What follows belongs to an exercise in optimizing a design on an open flow for small area, a short achievable clock period and few clock cycles per item; a production flow would make more cautious choices. The RTL was checked by simulation tests, not by an equivalence proof against the original design. No activity file was given, so power comes from the tool's default toggle rates.

==> inputs of 04-07 <==
==> flow/design.v (excerpt) <==
module phase_accumulator (
    input  wire        clk,
    input  wire        rst,
    input  wire        cmd_valid,
    output wire        cmd_ready,
    input  wire [1:0]  cmd_op,
    input  wire [2:0]  cmd_k,
    input  wire [63:0] cmd_data,
    output wire        rsp_valid,
    output wire [63:0] rsp_data
);
Settings: LEC_CHECK=0, CAP_MARGIN=20, CORE_MARGIN=2, CORE_UTILIZATION=55, SLEW_MARGIN=20, SYNTH_HIERARCHICAL=1; clock period 25.0 ns.
standard.sh (not shown) runs the stock make flow with config.mk's settings and CLKGATE_MAP_FILE= SYNTH_SCRIPT=/design/flow/synth_recipe.tcl, a recipe that flattens the netlist after the stock synthesis.
==> flow/flow/run.sh <==
#!/bin/bash
# The standard layout (standard.sh, all steps), with the timing repair
# asked to overfix setup by a margin, so that the achieved period shrinks,
# and with the number of repair passes bounded so that it ends in time.
# ORFS's scripts are copied here and util.tcl's repair_timing_helper gets
# -max_passes; nothing else in them changes. Logs stay in this folder.
set -o pipefail
W=$(pwd)
cp -r "$FLOW_HOME/scripts" "$W/scripts"
sed -i 's/^  lappend additional_args {\*}\$args -verbose$/  lappend additional_args {*}$args -verbose -max_passes $::env(RT_MAX_PASSES)/' "$W/scripts/util.tcl"
grep -n "max_passes" "$W/scripts/util.tcl" > patch.log 2>&1
export RT_MAX_PASSES=${RT_MAX_PASSES:-1500}
export SETUP_SLACK_MARGIN=${SETUP_MARGIN:-17.5}
export TNS_END_PERCENT=${TNS_PCT:-0}
bash standard.sh SCRIPTS_DIR="$W/scripts" finish > standard.log 2>&1
==> inputs of 02-01, as changes to 04-07 <==
- CORE_UTILIZATION: 55 -> 50
==> inputs of 07-25, as changes to 04-07 <==
--- a/flow/design.v
+++ b/flow/design.v
@@ -40,17 +40,18 @@
     wire [55:0]  xa    = {mx, 3'b000};
     wire [56:0]  f;
     wire         f_co;
     pfx_add #(57) u_fadd (.a({1'b0, xa}), .b(sub ? ~{1'b0, za} : {1'b0, za}),
                           .cin(sub), .s(f), .cout(f_co));
     wire        e_eq  = (ea1 == eb1);
     wire        d1    = (d == 11'd1);
     wire        ma_ge;
-    pfx_ge #(53) u_cmp (.a(ma), .b(mb), .ge(ma_ge));
+    wire [52:0] ma_mb;
+    pfx_add #(53) u_cmp (.a(ma), .b(~mb), .cin(1'b1), .s(ma_mb), .cout(ma_ge));
     wire        pa    = e_eq ? ma_ge : a_ge;
     wire        sp    = pa ? sa : sb;
     wire [52:0] mp    = pa ? ma : mb;
     wire [52:0] mq    = pa ? mb : ma;
     wire [53:0] nq    = e_eq ? {mq, 1'b0} : {1'b0, mq};
     wire [53:0] nd;
     wire        nd_co;
     pfx_add #(54) u_nsub (.a({mp, 1'b0}), .b(~nq), .cin(1'b1), .s(nd), .cout(nd_co));
@@ -94,17 +95,17 @@
             fn = {f[54:0], 1'b0};
             fe = {1'b0, ex} - 12'd1;
         end
     end
     wire [10:0] fef  = fn[55] ? fe[10:0] : 11'd0;
     wire        frnd = fn[2] & (fn[1] | fn[0] | fn[3]);
     wire [62:0] fmag;
     wire        fmag_co;
-    assign {fmag_co, fmag} = {1'b0, fef, fn[54:3]} + {63'd0, frnd};
+    pfx_add #(63) u_rnd (.a({fef, fn[54:3]}), .b(63'd0), .cin(frnd), .s(fmag), .cout(fmag_co));
     wire        fovf = (fe >= 12'd2047);
     wire [63:0] lzv = {nd, 1'b1, 9'd0};
     wire [7:0]  bnz;
     wire [2:0]  bcl [0:7];
     genvar g;
     generate
         for (g = 0; g < 8; g = g + 1) begin : lzb
             wire [7:0] by = lzv[63-8*g -: 8];
@@ -123,19 +124,20 @@
     wire [5:0]  nsh  = lim ? epm1[5:0] : lz;
     wire [53:0] nn   = nd << nsh;
     wire [10:0] nef  = nn[53] ? (ep - {5'd0, nsh}) : 11'd0;
     wire [62:0] nmag = {nef, nn[52:1]};
     wire        nzero = ~|nd;
     wire use_near = nearc & (e_eq | (~nd[53] & ~nd[52]));
     wire [62:0] fpre = {fef, fn[54:3]};
     wire        f_ge0, f_ge1, n_ge;
-    assign f_ge0 = (fpre >= TWO_PI_M);
-    assign f_ge1 = (fpre >= TWO_PI_M - 63'd1);
-    assign n_ge  = (nmag >= TWO_PI_M);
+    wire [62:0] unused0, unused1, unused2;
+    pfx_add #(63) u_fge0 (.a(fpre), .b(~TWO_PI_M), .cin(1'b1), .s(unused0), .cout(f_ge0));
+    pfx_add #(63) u_fge1 (.a(fpre), .b(~(TWO_PI_M - 63'd1)), .cin(1'b1), .s(unused1), .cout(f_ge1));
+    pfx_add #(63) u_nge  (.a(nmag), .b(~TWO_PI_M), .cin(1'b1), .s(unused2), .cout(n_ge));
     always @* begin
         if (sp_nan)
             ge = 1'b0;
         else if (sp_inf)
             ge = ~inf_s;
         else if (use_near)
             ge = ~nzero & ~sp & n_ge;
         else
@@ -181,45 +183,16 @@
                     assign p[l+1][i] = p[l][i];
                 end
             end
         end
     endgenerate
     assign s    = p[0][N-1:1] ^ g[L][N-2:0];
     assign cout = g[L][N-1];
 endmodule
-module pfx_ge #(parameter W = 8) (
-    input  wire [W-1:0] a,
-    input  wire [W-1:0] b,
-    output wire         ge
-);
-    localparam N = W + 1;
-    localparam L = (N <= 2) ? 1 : (N <= 4) ? 2 : (N <= 8) ? 3 : (N <= 16) ? 4 :
-                   (N <= 32) ? 5 : (N <= 64) ? 6 : 7;
-    wire [N-1:0] g [0:L];
-    wire [N-1:0] p [0:L];
-    assign g[0] = {a & ~b, 1'b1};
-    assign p[0] = {a ^ ~b, 1'b0};
-    genvar l, i;
-    generate
-        for (l = 0; l < L; l = l + 1) begin : lv
-            for (i = 0; i < N; i = i + 1) begin : bt
-                if ((i >> l) & 1) begin : cmb
-                    localparam integer J = ((i >> (l + 1)) << (l + 1)) + (1 << l) - 1;
-                    assign g[l+1][i] = g[l][i] | (p[l][i] & g[l][J]);
-                    assign p[l+1][i] = p[l][i] & p[l][J];
-                end else begin : pas
-                    assign g[l+1][i] = g[l][i];
-                    assign p[l+1][i] = p[l][i];
-                end
-            end
-        end
-    endgenerate
-    assign ge = g[L][N-1];
-endmodule
 module phase_accumulator (
     input  wire        clk,
     input  wire        rst,
     input  wire        cmd_valid,
     output wire        cmd_ready,
     input  wire [1:0]  cmd_op,
     input  wire [2:0]  cmd_k,
     input  wire [63:0] cmd_data,
@@ -227,18 +200,17 @@
     output wire [63:0] rsp_data
 );
     localparam [63:0] TWO_PI     = 64'h401921FB54442D18;
     localparam [63:0] NEG_TWO_PI = 64'hC01921FB54442D18;
     localparam [1:0] OP_CLR = 2'd0, OP_ADV = 2'd1, OP_VAL = 2'd2;
     reg        c_v;
     reg [1:0]  c_op;
     reg [2:0]  c_k;
-    reg [4:0]  a_sel_r;
-    reg        wsel_r;   
+    reg [4:0]  c_sel;    
     reg [63:0] c_d;
     reg               p_v;      
     reg               p_wr;     
     reg               p_first;  
     reg               p_mw;     
     reg               p_clr;
     reg               p_val;
     reg               p_fwd;    
@@ -251,25 +223,25 @@
     reg [63:0] s_r;
     reg [63:0] ph [0:4];
     reg [4:0]  zf;
     wire wrap_now = w_p && s_ge;
     wire c_adv  = (c_op == OP_ADV) && (c_k <= 3'd4);
     wire c_rd   = (c_op == OP_ADV || c_op == OP_VAL) && (c_k <= 3'd4);
     wire c_hit  = p_wr && (p_k == c_k);
     wire hazard = p_v && (p_mw || (c_rd && p_clr) || (c_adv && c_hit));
-    wire issue  = c_v && !wsel_r && !hazard;
+    wire issue  = c_v && !wrap_now && !hazard;
     assign cmd_ready = !c_v || issue;
     assign rsp_valid = r_v && !wrap_now;
     assign rsp_data  = s_r;
-    wire [4:0] a_sel = a_sel_r & ~zf;
+    wire [4:0] a_sel = c_sel & ~zf & {5{~wrap_now}};
     wire [63:0] add_a = ({64{a_sel[0]}} & ph[0]) | ({64{a_sel[1]}} & ph[1]) |
                         ({64{a_sel[2]}} & ph[2]) | ({64{a_sel[3]}} & ph[3]) |
-                        ({64{a_sel[4]}} & ph[4]);
-    wire [63:0] add_b = wsel_r ? NEG_TWO_PI : (c_op[1] ? 64'h8000000000000000 : c_d);
+                        ({64{a_sel[4]}} & ph[4]) | ({64{wrap_now}} & s_r);
+    wire [63:0] add_b = wrap_now ? NEG_TWO_PI : (c_op[1] ? 64'h8000000000000000 : c_d);
     wire [130-1:0] add_m;
     fp64_add_s1 u_s1 (.a(add_a), .b(add_b), .m(add_m));
     function [9:0] q64;
         input [63:0] v;
         begin
             if (v[63] || v[62:52] < 11'd1017)
                 q64 = 10'd0;
             else
@@ -285,18 +257,18 @@
     fp64_add_s2 u_s2 (.m(p_m), .y(add_y), .ge(y_ge));
     wire [63:0] res = p_fwd ? s_r : ((p_wr || p_val) ? add_y : 64'd0);
     integer j;
     always @(posedge clk) begin
         p_m <= add_m;
         if (rst) begin
             p_v <= 1'b0;
             p_mw <= 1'b0;
-        end else if (wsel_r) begin
-            p_v     <= wrap_now;
+        end else if (wrap_now) begin
+            p_v     <= 1'b1;
             p_wr    <= 1'b1;
             p_first <= 1'b0;
             p_mw    <= 1'b0;
             p_clr   <= 1'b0;
             p_val   <= 1'b0;
             p_fwd   <= 1'b0;
             p_k     <= s_k;
         end else begin
@@ -311,26 +283,20 @@
         end
         if (rst)
             c_v <= 1'b0;
         else if (cmd_ready)
             c_v <= cmd_valid;
         if (cmd_ready) begin
             c_op <= cmd_op;
             c_k  <= cmd_k;
+            for (j = 0; j < 5; j = j + 1)
+                c_sel[j] <= (cmd_k == j[2:0]);
             c_d  <= cmd_data;
         end
-        if (rst)
-            wsel_r <= 1'b0;
-        else
-            wsel_r <= p_v && p_mw;
-        for (j = 0; j < 5; j = j + 1)
-            a_sel_r[j] <= (p_v && p_mw) ? (p_k == j[2:0]) :
-                          cmd_ready     ? (cmd_k == j[2:0]) :
-                                          (c_k == j[2:0]);
         if (rst) begin
             r_v <= 1'b0;
             w_p <= 1'b0;
         end else begin
             r_v <= p_v;
             w_p <= p_v && p_first;
         end
         s_r  <= res;
- SYNTH_HIERARCHICAL: 1 -> not set
==> comparison table <==
item                                                                                07-25                    02-01                    04-07
Detailed-routing iteration count for the pre-antenna-repair pass                        9                        7                       10
Placed instance count                                                                6111                     6635                     6524
FMAX                                                                              107 MHz                  115 MHz                  116 MHz
Fraction of area in multi-input gates                                               0.515                    0.542                    0.544
Inverters excl. clock                                                                 159                      177                      177
Status                                                            complete, no violations  complete, no violations  complete, no violations
Final Hold Slack                                                                   481 ps                   460 ps                   454 ps
Area of the core region                                                        0.0804 mm2               0.0947 mm2               0.0863 mm2
Setup Skew                                                                        51.8 ps                  46.5 ps                  37.1 ps
CP Data Required Time                                                            25550 ps                 25470 ps                 25550 ps
Switching power of the nets                                                       2.02 mW                  1.96 mW                  1.92 mW
Worst-case vdd ir drop                                                            64.5 uV                  51.8 uV                  68.7 uV
PnR worst setup slack                                                            15620 ps                 16280 ps                 16400 ps
Final core utilization                                                              0.659                    0.585                    0.639
Number of cells traversed by the worst register-to-register path                       44                       24                       32
Placed wire-length estimate                                                        140 mm                   159 mm                   154 mm
Fill cells                                                                           6583                     8519                     7174
First-pass GRT wire length                                                         276 mm                   319 mm                   314 mm
Post-cts resize count                                                                 234                      250                      209
Post-Route WL                                                                      197 mm                   226 mm                   222 mm
Routing usage on met1                                                               0.592                    0.570                    0.593
Cell area after synthesis                                                      0.0446 mm2               0.0477 mm2               0.0477 mm2
Testbench counts of 04-07, summed over its fixed seeds: cycles 28,356, items 24,000.
Testbench counts of 02-01, summed over its fixed seeds: cycles 28,356, items 24,000.
Testbench counts of 07-25, summed over its fixed seeds: cycles 28,327, items 24,000.

## static timing again, ports no longer ideal
The results above use ideal ports. As a check the final layouts listed here were re-extracted and re-timed, cells and wires unchanged.
Step 1 sets driving cells, clkbuf_16 on the clock port and buf_2 on the other inputs (assumed; they add their load-dependent delay and slew).
Step 2 times the ports against the registers' clock, not the clock port: input delays grow and output delays shrink by t, the midpoint of the rising clock arrivals with the driver on.
Three values: no drivers, after step 1, after step 2; two values: the first two.
| run | t (ns) | slack for setup (ns) | pins driven straight from the clock port |
|---|---|---|---|
| 04-07 | 0.746 | 16.395 / 16.395 / 16.395 | 1 |
| 02-01 | 0.718 | 16.284 / 16.284 / 16.284 | 1 |
| 07-25 | 0.724 | 15.619 / 15.619 / 15.619 | 1 |
After both steps setup and hold are still met in every run listed.
